This design comes from an exercise in tuning for small area on the open sky130 flow, not from production work. Function was checked by simulation only, so behaviour that the tests miss may differ from the original. Power figures rest on the tool's default switching activity, not on a simulated workload.

==> flow/design.v (outline; a module is shown in full before it is edited, if it fits) <==
// module ycc_to_rgb: 1025 lines
// module fa: 4 lines
// module xr: 3 lines
// module ha: 4 lines
module ycc_to_rgb (
    input  wire        clk,
    input  wire        rst,           
    input  wire        in_valid,
    input  wire        in_mode,       
    input  wire [2:0]  in_cll,        
    input  wire [15:0] in_e0,         
    input  wire [15:0] in_e1,         
    input  wire [15:0] in_e2,         
    output reg         out_valid,
    output wire [31:0] out_pixel      
);
  // ...
==> flow/flow/run.sh <==
#!/bin/bash
# The standard layout, with the port buffers made from sky130_fd_sc_hd__buf_1 cells.
set -euo pipefail
bash standard.sh BUFFER_PORTS_ARGS="-buffer_cell sky130_fd_sc_hd__buf_1" finish > standard_flow.log 2>&1
==> flow/standard.sh <==
#!/bin/bash
# synth_recipe.tcl (not shown) runs the flow's synth.tcl, then flattens the netlist and writes it again
# the make line also repeats each setting of config.mk as NAME=value (left out here)
make -C /OpenROAD-flow-scripts/flow DESIGN_CONFIG=/design/flow/config.mk WORK_HOME=/design/flow/orfs CLKGATE_MAP_FILE= SYNTH_SCRIPT=/design/flow/synth_recipe.tcl "${@:-finish}"
==> flow/config.mk <==
export PLATFORM = sky130hd
export DESIGN_NAME = ycc_to_rgb
export DESIGN_NICKNAME = ycc_to_rgb
export VERILOG_FILES = /design/flow/design.v
export SDC_FILE = /design/flow/constraint.sdc
export NUM_CORES = 4
export LEC_CHECK = 0
export CAP_MARGIN = 20
export CORE_MARGIN = 2
export CORE_UTILIZATION = 40
export SLEW_MARGIN = 20
export SYNTH_HIERARCHICAL = 1
export SYNTH_MINIMUM_KEEP_SIZE = 0
==> flow/constraint.sdc <==
create_clock -name core_clock -period 10.0 [get_ports {clk}]
set_input_delay 2.0000 -clock core_clock [delete_from_list [all_inputs] [get_ports {clk}]]
set_output_delay 2.0000 -clock core_clock [all_outputs]
set_load 0.01 [all_outputs]
==> reports/metrics.csv, run 1 <==
metric;value;unit
crit end category;flop;
post-DP HPWL;24700;um
sequential share of cell area;0.0424;
worst hold slack;1.87;ns
post-synth cell types;67;
Non-Clock Buffer Count;114;
CP Depth;19;
tap cells;341;
hold worst-path end;out_valid$_SDFF_PP0_;
switching share of power;0.531;
outcome;complete, no violations;
Routed WL per cell;22.2;um
count of final hold-check violations;0;
f_max;121;MHz
Max-Cap Viols;0;
share of post-route cells with drive strength above 1;0.0657;
placer congestion estimate;0.893;
crit path buf inv count;4;
IO Port Bufs;79;
commonest non-fill, non-tap cell in the layout;fa_1;
dpl cells;1327;
busiest grt layer;met2;
Yosys top cell by area;fa_1;
Hold Buf Count CTS;0;
Filler cells;2557;
largest net degree at the start of global routing;32;
Clock Root Buffer;clkbuf_16;
most frequent cell after synthesis;fa_1;
area occupied by multi-input gates;9890;sq um
Largest Register;pix;
synth top area cells;fa_1 61%, ha_1 7.8%, dfxtp_1 4.6%;
crit-path leading delay family;adder cells;
async set-reset flop share out of synthesis;0;
Num CTS Buffers;3;
Initial Utilization;0.404;
==> inputs of run 2 (changes only) <==
==> flow/run.sh (new file) <==
#!/bin/bash
# synth_recipe.tcl (not shown) runs the flow's synth.tcl, then flattens the netlist and writes it again
# the make line also repeats each setting of config.mk as NAME=value (left out here)
make -C /OpenROAD-flow-scripts/flow DESIGN_CONFIG=/design/flow/config.mk WORK_HOME=/design/flow/orfs CLKGATE_MAP_FILE= SYNTH_SCRIPT=/design/flow/synth_recipe.tcl finish
removed: flow/flow/run.sh
removed: flow/standard.sh
==> reports/metrics.csv, run 2 <==
metric;value;unit;change
post-synthesis xor/xnor area fraction;0.0227;;unchanged
top cell type's share of synthesized area;0.608;;unchanged
clock buffer depth;2;;unchanged
placer congestion estimate;0.922;;was 0.893
average size of a mapped cell;12.3;sq um;unchanged
switching share of power;0.518;;was 0.531
Crit Path Max Fanout;31;;unchanged
FF+latch count, synth;25;;unchanged
post-DP HPWL;25000;um;was 24700 um
Slew Viols, Final;0;;unchanged
io pins;88;;unchanged
dpl cells;1313;;was 1327
most frequent cell after synthesis;fa_1;;unchanged
internal power;1.37;mW;was 1.30 mW
CTS tree;built;;unchanged
outcome;complete, no violations;;unchanged
Clock Root Buffer;clkbuf_16;;unchanged
total leakage power;5.05;nW;was 4.91 nW
post-synth cell types;67;;unchanged
Synth Area in Compound Gates;0.124;;unchanged
Finished Layout Cells;1317;;was 1331
final WL;30200;um;was 29600 um
Critical Path End;pix[7]$_DFF_P_;;was pix[6]$_DFF_P_
max FFs per register;24;;unchanged
initial antenna violation count;0;;unchanged
Clock Power Share;0.034;;was 0.035
Data arrival, critical path;8.72;ns;was 8.43 ns
Final Net Count;1427;;was 1441
Max-Cap Viols;0;;unchanged
drt first pass iters;5;;unchanged
Via density;5.60;;was 5.54
async set-reset flop share out of synthesis;0;;unchanged
post-layout min period;8.58;ns;was 8.24 ns
die area;28300;sq um;unchanged
IO Port Bufs;79;;unchanged
share of post-route cells with drive strength above 1;0.0523;;was 0.0657
f_max;117;MHz;was 121 MHz
Synth top cells by count;328 x fa_1, 91 x inv_1, 67 x ha_1, 42 x nor2_1;;unchanged
count of final hold-check violations;0;;unchanged
commonest non-fill, non-tap cells in the layout;328 x fa_1, 91 x inv_1, 79 x clkdlybuf4s50_1;;was 328 x fa_1, 91 x inv_1, 79 x buf_1
Routed WL per cell;22.9;um;was 22.2 um
register share of total power;0.060;;was 0.061
largest net degree at the start of global routing;32;;unchanged
Num CTS Buffers;3;;unchanged
Post-synth EDFFs;0;;unchanged
VDD IR-drop max;0.222;mV;was 0.191 mV
ys flop type;dfxtp_1;;unchanged
sequential share of the synthesized area;0.0464;;unchanged
DR DRC count;0;;unchanged
via count;7381;;was 7375
Tcrit/Tclk final;0.858;;was 0.824
CTS clock-pin slew for the worst setup and hold paths;0.07;ns;about the same
Yosys top cell by area;fa_1;;unchanged
sw power;1.47;mW;about the same
vias in the first global route;8408;;was 8370
row count;60;;unchanged
Netlist Area Pre-Place;10800;sq um;unchanged
fin util;0.456;;was 0.441
H-tree level count;1;;unchanged
total track usage;0.227;;was 0.223
Synth Instances;880;;unchanged
GRT overflow;0;;unchanged
WP data required;10.14;ns;was 10.20 ns
worst min path class;in -> reg;;unchanged
RSZ-0062 raised after global routing;no;;unchanged
clock sink count;25;;unchanged
mux share of post-synthesis cell area;0.0139;;unchanged
die span in y;168;um;unchanged
Worst setup startpoint;in_cll[0];;unchanged
crit end category;flop;;unchanged
commonest non-fill, non-tap cell in the layout;fa_1;;unchanged
combinational power share;0.905;;was 0.904
Hold Buf Count CTS;0;;unchanged
Post-CTS Resized;0;;unchanged
Routed Antenna Nets;0;;unchanged
Cell Area, Placed;12100;sq um;was 11700 sq um
Filler cells;2484;;was 2557
Synth Area in Adders;0.697;;unchanged
core area;26700;sq um;unchanged
setup TNS;0;ns;unchanged
Setup Buffers After CTS;0;;unchanged
Die X;168;um;unchanged
Largest Register;pix;;unchanged
ant diodes;0;;unchanged
Worst Max-Slew Pin Slew;1.00;ns;was 1.03 ns
biggest regs;pix (24), out_valid (1);;unchanged
main combinational cell family by area after synthesis;adder cells;;unchanged
post-synthesis simple-gate area fraction;0.0527;;unchanged
synth top area cells;fa_1 61%, ha_1 7.8%, dfxtp_1 4.6%;;unchanged
Final Instance Area;12200;sq um;was 11800 sq um
initial DRC count;632;;was 598
Worst Setup Start Kind;input port;;unchanged
Initial Utilization;0.404;;unchanged
PD cells;233;nW/um^2;was 235 nW/um^2
count of final setup violators;0;;unchanged
Area Growth Syn to Fin;12.9;%;was 9.31%
Synth warnings;7;;unchanged
CP Class;in -> reg;;unchanged
first-pass GRT wire length;47800;um;was 46900 um
slew margin rel.;0.312;;was 0.293
run 2: power by group through the flow:
stage | combinational (mW) | clock (mW) | sequential (mW)
final | 2.58 | 0.0972 | 0.172
after global routing | 2.92 | 0.101 | 0.176
after CTS | 2.58 | 0.0984 | 0.173
after detailed placement | 2.56 | 0 | 0.173
after global placement | 2.54 | 0 | 0.175
after floorplan | 1.85 | 0 | 0.195
run 2: per-stage QoR:
step	power, mW	setup WS (ns)	hold WS [ns]
2_1_floorplan	2.04	1.94	2.07
3_3_place_gp	2.71	1.20	2.53
3_5_place_dp	2.73	1.12	2.55
4_1_cts	2.85	1.43	2.26
5_1_grt	3.20	1.09	2.29
6_report	2.85	1.42	2.26
run 2: kinds of logic (layout without fill, tap and decap cells):
family	Yosys count	count (layout)
fa+ha+maj	407	407
compound gates	172	172
simple gates	121	121
buf+inv	114	196
xor+xnor	28	28
flops	25	25
mux	12	12
other cells	1	15
run 2: worst min-delay path by stage:
stage,start,to,cells after the start
2_1_floorplan,rst,out_valid$_SDFF_PP0_,1
3_3_place_gp,rst,out_valid$_SDFF_PP0_,2
3_5_place_dp,rst,out_valid$_SDFF_PP0_,2
4_1_cts,rst,out_valid$_SDFF_PP0_,2
5_1_grt,rst,out_valid$_SDFF_PP0_,2
6_report,rst,out_valid$_SDFF_PP0_,2
run 2: area by class of cell:
class / instances / area (sq um) / area share
multi-input cells: 755 / 9890 / 0.811
repair buffers: 100 / 948 / 0.0778
flip-flops and latches: 25 / 500 / 0.0411
well taps: 341 / 427 / 0.0350
inverters: 92 / 345 / 0.0283
clock buffers: 4 / 78.8 / 0.00647
run 2: per-module statistics from Yosys, one instance, submodules excluded:
| module | cells inside | flops+latches | copies in the design | cell area (sq um) |
|---|---|---|---|---|
| ycc_to_rgb | 460 | 25 | 1 | 3170 |
| fa | 1 | 0 | 328 | 20.0 |
| xr | 1 | 0 | 26 | 8.76 |
| ha | 1 | 0 | 66 | 12.5 |
run 2: metal layers:
layer / vias up / global-route usage / part of all wire
li1: 3171 / - / -
met1: 3913 / 0.305 / 0.41
met2: 259 / 0.378 / 0.49
met3: 38 / 0.0503 / 0.075
met4: 0 / 0.0547 / 0.023
met5: - / 0 / 0
run 2: worst max-delay path, cell delays in order:
cell and delay [ns]:
clkdlybuf4s50_1 0.45, buf_4 0.30, inv_1 0.12, ha_1 0.83, nand3_1 0.26, inv_1 0.12
ha_1 0.25, fa_1 0.48, fa_1 0.43, fa_1 0.39, fa_1 0.38, fa_1 0.38
fa_1 0.39, fa_1 0.38, fa_1 0.40, fa_1 0.39, xor2_1 0.15, nand2b_1 0.43
o221ai_2 0.17
==> inputs of run 3 (changes only) <==
==> flow/flow/run.sh (new file) <==
#!/bin/bash
# The standard layout, with the port buffers made from sky130_fd_sc_hd__buf_2 cells.
set -euo pipefail
bash standard.sh BUFFER_PORTS_ARGS="-buffer_cell sky130_fd_sc_hd__buf_2" finish > standard_flow.log 2>&1
==> flow/standard.sh (new file) <==
#!/bin/bash
# synth_recipe.tcl (not shown) runs the flow's synth.tcl, then flattens the netlist and writes it again
# the make line also repeats each setting of config.mk as NAME=value (left out here)
make -C /OpenROAD-flow-scripts/flow DESIGN_CONFIG=/design/flow/config.mk WORK_HOME=/design/flow/orfs CLKGATE_MAP_FILE= SYNTH_SCRIPT=/design/flow/synth_recipe.tcl "${@:-finish}"
removed: flow/run.sh
==> reports/metrics.csv, run 3 <==
metric;value;unit;change
outcome;complete, no violations;;unchanged
total leakage power;4.98;nW;was 5.05 nW
max FFs per register;24;;unchanged
Routed WL per cell;22.9;um;about the same
drt first pass iters;5;;unchanged
clock buffer depth;2;;unchanged
die area;28300;sq um;unchanged
CP Class;in -> reg;;unchanged
CTS tree;built;;unchanged
die span in y;168;um;unchanged
Clock Root Buffer;clkbuf_16;;unchanged
commonest non-fill, non-tap cell in the layout;fa_1;;unchanged
synth top area cells;fa_1 61%, ha_1 7.8%, dfxtp_1 4.6%;;unchanged
row count;60;;unchanged
largest net degree at the start of global routing;32;;unchanged
first-pass GRT wire length;47700;um;was 47800 um
count of final setup violators;0;;unchanged
top cell type's share of synthesized area;0.608;;unchanged
initial antenna violation count;0;;unchanged
DR DRC count;0;;unchanged
Slew Viols, Final;0;;unchanged
PD cells;238;nW/um^2;was 233 nW/um^2
Routed Antenna Nets;0;;unchanged
share of post-route cells with drive strength above 1;0.118;;was 0.0523
ys flop type;dfxtp_1;;unchanged
dpl cells;1295;;was 1313
Synth top cells by count;328 x fa_1, 91 x inv_1, 67 x ha_1, 42 x nor2_1;;unchanged
async set-reset flop share out of synthesis;0;;unchanged
FF+latch count, synth;25;;unchanged
Hold Buf Count CTS;0;;unchanged
sequential share of the synthesized area;0.0464;;unchanged
Data arrival, critical path;8.54;ns;was 8.72 ns
Yosys top cell by area;fa_1;;unchanged
fin util;0.436;;was 0.456
Post-synth EDFFs;0;;unchanged
Finished Layout Cells;1299;;was 1317
Num CTS Buffers;3;;unchanged
post-synth cell types;67;;unchanged
initial DRC count;567;;was 632
vias in the first global route;8315;;was 8408
Hold Path Origin;rst;;unchanged
final WL;29700;um;was 30200 um
post-layout min period;8.34;ns;was 8.58 ns
IO Port Bufs;79;;unchanged
Worst Max-Slew Pin Slew;0.987;ns;was 1.00 ns
Tot Pwr;2.77;mW;was 2.85 mW
Die X;168;um;unchanged
slew margin rel.;0.323;;was 0.312
total track usage;0.226;;was 0.227
Post-CTS Resized;0;;unchanged
Worst setup startpoint;in_cll[0];;unchanged
count of final hold-check violations;0;;unchanged
f_max;120;MHz;was 117 MHz
biggest regs;pix (24), out_valid (1);;unchanged
Crit Path Max Fanout;31;;unchanged
crit end category;flop;;unchanged
Netlist Area Pre-Place;10800;sq um;unchanged
clock sink count;25;;unchanged
Initial Utilization;0.404;;unchanged
post-DP HPWL;24700;um;was 25000 um
Synth warnings;7;;unchanged
CTS clock-pin slew for the worst setup and hold paths;0.07;ns;about the same
core area;26700;sq um;unchanged
Worst Setup Start Kind;input port;;unchanged
io pins;88;;unchanged
Largest Register;pix;;unchanged
RSZ-0062 raised after global routing;no;;unchanged
Setup Buffers After CTS;0;;unchanged
VDD IR-drop max;0.213;mV;was 0.222 mV
ant diodes;0;;unchanged
setup TNS;0;ns;unchanged
commonest non-fill, non-tap cells in the layout;328 x fa_1, 91 x inv_1, 79 x buf_2;;was 328 x fa_1, 91 x inv_1, 79 x clkdlybuf4s50_1
Synth Instances;880;;unchanged
via count;7364;;was 7381
GRT overflow;0;;unchanged
Tcrit/Tclk final;0.834;;was 0.858
most frequent cell after synthesis;fa_1;;unchanged
Max-Cap Viols;0;;unchanged
Area Growth Syn to Fin;8.01;%;was 12.9%
Final Net Count;1409;;was 1427
placer congestion estimate;0.927;;was 0.922
worst hold slack;1.87;ns;was 2.26 ns
WP data required;10.20;ns;was 10.14 ns
Via density;5.67;;was 5.60
H-tree level count;1;;unchanged
worst min path class;in -> reg;;unchanged
average size of a mapped cell;12.3;sq um;unchanged
==> run 3: power by group <==
| group | internal [mW] | switching, mW |
|---|---|---|
| registers | 0.154 | 0.0144 |
| clock network | 0.0543 | 0.0447 |
| logic | 1.10 | 1.41 |
| total | 1.31 | 1.47 |
==> run 3: Yosys stat by module, one instance, submodules excluded <==
module,flip-flops and latches,copies in the design,cells
xr,0,26,1
ha,0,66,1
fa,0,328,1
ycc_to_rgb,25,1,460
==> run 3: metrics by stage <==
step	instance area, sq um	worst slack, ns
after floorplan	10800	1.94
after global placement	11600	1.47
after detailed placement	11600	1.38
after CTS	11700	1.69
after global routing	11700	1.26
final	11700	1.66
==> run 3: path summary, 6_finish.rpt <==
| path | end | slack (ns) | cells after the start |
|---|---|---|---|
| max | pix[7]$_DFF_P_ | 1.66 | 18 |
| min | out_valid$_SDFF_PP0_ | 1.87 | 2 |
==> run 3: final cells by class <==
type	count	area, sq um
fillers	2571	15100
multi-input cells	755	9890
flip-flops and latches	25	500
well taps	341	427
repair buffers	82	418
inverters	92	345
clock buffers	3	75.1
clock inverters	1	5.00
==> run 3: kinds of logic (layout without fill, tap and decap cells) <==
logic type,Yosys count,count (layout),share of synthesized area
adder cells (fa/ha/maj),407,407,0.697
AO/OA/AOI/OAI,172,172,0.124
XOR/XNOR,28,28,0.0227
multiplexers,12,12,0.0139
flip-flops,25,25,0.0464
buffers and inverters,114,178,0.0424
AND/OR/NAND/NOR,121,121,0.0527
other,1,15,0.000347
==> run 3: worst max-delay path: stages <==
cell and delay [ns]:
buf_2 0.45, inv_1 0.16, ha_1 0.84, nand3_1 0.28, inv_1 0.12, ha_1 0.24, fa_1 0.48, fa_1 0.42
fa_1 0.38, fa_1 0.38, fa_1 0.39, fa_1 0.39, fa_1 0.39, fa_1 0.40, fa_1 0.38, xor2_1 0.16
nand2b_1 0.37, o221ai_2 0.29
==> run 3: per-layer routing <==
layer  GRT usage  vias up  wire, um
li1            -     3143         -
met1       0.315     3926     12600
met2       0.381      271     14500
met3      0.0362       24      2080
met4      0.0337        0       474
met5           0        -         0

==> what the ideal ports hide <==
How much do the figures lean on ideal ports? The routed layouts below were timed once more, with nothing changed but the port constraints.
Step 1 sets driving cells, clkbuf_16 on the clock port and buf_2 on the other inputs (assumed; they add their load-dependent delay and slew).
Step 2 adds t to the input delays and takes it off the output delays; t is the mean of the earliest and latest rising clock arrival at the registers after step 1. Input paths then give back, and output paths get back, about the clock's delay inside the block.
a / b / c = ideal ports / drivers / drivers and shift; a / b = the first two.
run	t (ns)	setup slack, ns	hold slack, ns	latest minus earliest clock arrival (ns)	pins driven straight from the clock port
run 1	0.307	1.763 / 1.778 / 1.470	1.869 / 1.854 / 2.162	0.002 / 0.001	1
run 2	0.310	1.423 / 1.418 / 1.108	2.262 / 2.240 / 2.551	0.003 / 0.003	1
run 3	0.313	1.657 / 1.647 / 1.334	1.867 / 1.851 / 2.164	0.002 / 0.002	1
After both steps setup and hold are still met in every run listed. The setup slack of run 3, which loses most, moves by -0.010 ns with the drivers and by -0.323 ns with both steps.
